This is an optimization exercise on Yosys and OpenROAD, whose aim is small area, not a production implementation. In this exercise RTL edits were held to simulation tests only and were not proved equivalent to the original. No activity file was given, so power comes from the tool's default toggle rates.

== branch pepper ==
// mjmux_rx
module mjmux_rx #(
    parameter integer BUFFER_SIZE = 128,
    parameter [6:0]   DEFAULT_ID  = 7'd1
) (
    input  wire        clk,
    input  wire        rst,           
    input  wire        rx_valid,
    input  wire [7:0]  rx_data,
    output wire        rx_ready,
    input  wire        rx_close,      
    input  wire        cfg_we,
    input  wire [7:0]  cfg_wdata,
    output wire [6:0]  node_id,
    output wire        out_valid,
    output wire [7:0]  out_data,
    output wire        out_last,
    input  wire        out_ready,
    output wire [15:0] stat_wrong_id,
    output wire [15:0] stat_checksum,
    output wire [15:0] stat_overrun
);
Size: roughly 1800 cells after synthesis, roughly 1100 flip-flops, about 88 I/O pins, about 27000 um2 of cells after synthesis.
clock: 10.0 ns
lec_check: 0
cap_margin: 20
core_margin: 2
core_utilization: 40
cts_cluster_diameter: 100
cts_cluster_size: 30
slew_margin: 20
run.sh (not shown) runs the stock make flow with config.mk's settings and CLKGATE_MAP_FILE= SYNTH_SCRIPT=/design/flow/synth_recipe.tcl, a recipe that flattens the netlist after the stock synthesis.
Setup changes, branch pepper to branch quartz
- changing CTS_CLUSTER_DIAMETER from 100 to 160
- changing CORE_UTILIZATION from 40 to 60
Results
Summary: with branch pepper as the reference, count of non-filler cells in the finished layout in branch quartz moved down by more than 10%. Compared to branch pepper, branch quartz has number of well-tap cells placed 282 lower. Going from branch pepper to branch quartz, proportion of power drawn by flip-flops and latches essentially unchanged, met1 routed wirelength after detailed routing decreased about 3%, portion of the layout cell area used by clock cells essentially unchanged, combined global-route utilization of all metal layers increased 5.6 points.

---

Setup of v20:
Another version of the RTL of mjmux_rx (not shown whole).
Size in the first run: about 1700 cells after synthesis, roughly 88 I/O pins, about 27000 um^2 of cells after synthesis.
clock: 10.0 ns
lec_check: 0
cap_margin: 20
core_margin: 2
core_utilization: 40
slew_margin: 20
standard.sh (not shown) runs the stock make flow with config.mk's settings and CLKGATE_MAP_FILE= SYNTH_SCRIPT=/design/flow/synth_recipe.tcl, a recipe that flattens the netlist after the stock synthesis.
==> flow/flow/run.sh <==
#!/bin/bash
# Own layout flow: the standard synthesis, then the combinational logic re-mapped by ABC's
# default script (registers untouched), then the standard ORFS flow with CTS without dummy loads
# and with small port buffers.
set -euo pipefail
W=$(pwd)
R=$W/orfs/results/$FLOW_PLATFORM/mjmux_rx/base
LIB=$FLOW_HOME/platforms/$FLOW_PLATFORM/lib/sky130_fd_sc_hd__tt_025C_1v80.lib

# 1. the standard synthesis, unchanged
bash standard.sh synth > $W/flow_synth.log 2>&1

# 2. re-map the combinational logic
cp $R/1_2_yosys.v $W/1_2_yosys_std.v
SEQ=$(grep -oE "sky130_fd_sc_hd__(e?dfx[a-z0-9_]*|dfr[a-z0-9_]*|dfs[a-z0-9_]*|sdf[a-z0-9_]*|dl[a-z0-9_]*|conb_1)" $W/1_2_yosys_std.v | sort -u | tr '\n' ' ')
DU=""
for c in $(grep -oE "cell \(\"sky130_fd_sc_hd__(lpflow|probe)[a-z0-9_]*" $LIB | grep -oE "sky130_fd_sc_hd__[a-z0-9_]*" | sort -u); do DU="$DU -dont_use $c"; done
sed -e "s#LIBFILE#$LIB#g" -e "s#SEQCELLS#$SEQ#" -e "s#NETLIST#$R/1_2_yosys.v#g" -e "s#TOP#$FLOW_TOP#" -e "s#DONTUSE#$DU#" \
    flow/remap.ys > $W/remap.ys
yosys -s $W/remap.ys > $W/remap.log 2>&1
rm -f $R/1_synth.odb $R/1_synth.sdc

# 3. the rest of the standard flow
export CTS_ARGS="-sink_clustering_enable -repair_clock_nets -dont_use_dummy_load -sink_clustering_size 30 -sink_clustering_max_diameter 80"
export BUFFER_PORTS_ARGS="-buffer_cell sky130_fd_sc_hd__buf_1"
bash standard.sh > $W/flow_finish.log 2>&1
==> flow/flow/remap.ys <==
# Re-map the combinational logic of the standard synthesis's netlist with ABC's default
# script. Registers and tie cells stay as they are (same instances, names and cells).
read_liberty -ignore_miss_func LIBFILE
blackbox SEQCELLS
read_verilog NETLIST
hierarchy -top TOP
flatten
opt -purge
abc -liberty LIBFILE DONTUSE
opt_clean -purge
setundef -zero
hilomap -singleton -hicell sky130_fd_sc_hd__conb_1 HI -locell sky130_fd_sc_hd__conb_1 LO
splitnets
opt_clean -purge
stat -liberty LIBFILE
write_verilog -noattr -nohex -nodec -selected NETLIST
What v18 does differently from v20 at the input level:
--- a/flow/flow/run.sh
+++ b/flow/flow/run.sh
@@ -2,2 +2,2 @@
-# Own layout flow: the standard synthesis, then the combinational logic re-mapped by ABC's
-# default script (registers untouched), then the standard ORFS flow with CTS without dummy loads
+# Own layout flow: the standard synthesis, then the combinational logic re-mapped by ABC (remap.abc,
+# registers untouched), then the standard ORFS flow with CTS without dummy loads
@@ -18 +18 @@
-sed -e "s#LIBFILE#$LIB#g" -e "s#SEQCELLS#$SEQ#" -e "s#NETLIST#$R/1_2_yosys.v#g" -e "s#TOP#$FLOW_TOP#" -e "s#DONTUSE#$DU#" \
+sed -e "s#LIBFILE#$LIB#g" -e "s#SEQCELLS#$SEQ#" -e "s#NETLIST#$R/1_2_yosys.v#g" -e "s#TOP#$FLOW_TOP#" -e "s#DONTUSE#$DU#" -e "s#ABCSCRIPT#$W/flow/remap.abc#" \
==> flow/flow/remap.abc (new file) <==
strash; ifraig; scorr; dc2; strash; &get -n; &dch -f; &nf -R 1000; &put
--- a/flow/flow/remap.ys
+++ b/flow/flow/remap.ys
@@ -1,2 +1,2 @@
-# Re-map the combinational logic of the standard synthesis's netlist with ABC's default
-# script. Registers and tie cells stay as they are (same instances, names and cells).
+# Re-map the combinational logic of the standard synthesis's netlist with an area-minded ABC
+# script (remap.abc). Registers and tie cells stay as they are (same instances, names and cells).
@@ -9 +9 @@
-abc -liberty LIBFILE DONTUSE
+abc -script ABCSCRIPT -liberty LIBFILE DONTUSE
Notes after the runs:
On minimum clock period after layout, v18 does worse than v20.
When v18 is measured against v20, its pin count of the biggest net entering global routing turns out about 2% higher.
Reported for v20 and v18, count of boundary I/O pins turned out identical to the last digit.

[static timing again, ports no longer ideal]
The flow's constraints put no driver on any port. The routed layouts listed below were extracted and timed again, unchanged, in two steps. Step 1 assumes that a clkbuf_16 drives the clock port and a buf_2 every other input. Step 2 also shifts input and output timing later by t, the mid clock arrival at the registers, as if the neighbouring blocks saw the same clock. Slacks: no drivers / after step 1 / after step 2; pairs: no drivers / after step 1.
run | t (ns) | slack for setup (ns) | clock arrival spread, ns | worst register clock-pin slew, ns | pins driven straight from the clock port
branch pepper | 0.669 | 4.659 / 4.597 / 4.596 | 0.025 / 0.025 | 0.12 / 0.12 | 1
branch quartz | 0.657 | 4.993 / 4.934 / 4.573 | 0.033 / 0.033 | 0.12 / 0.12 | 1
v20 | 0.653 | 4.743 / 4.762 / 4.109 | 0.081 / 0.082 | 0.10 / 0.10 | 1
v18 | 0.639 | 4.424 / 4.426 / 3.787 | 0.063 / 0.063 | 0.11 / 0.11 | 1
After both steps setup and hold are still met in every run listed. For v18, which loses most, drivers alone change the setup slack by +0.002 ns; drivers and shift together by -0.637 ns.
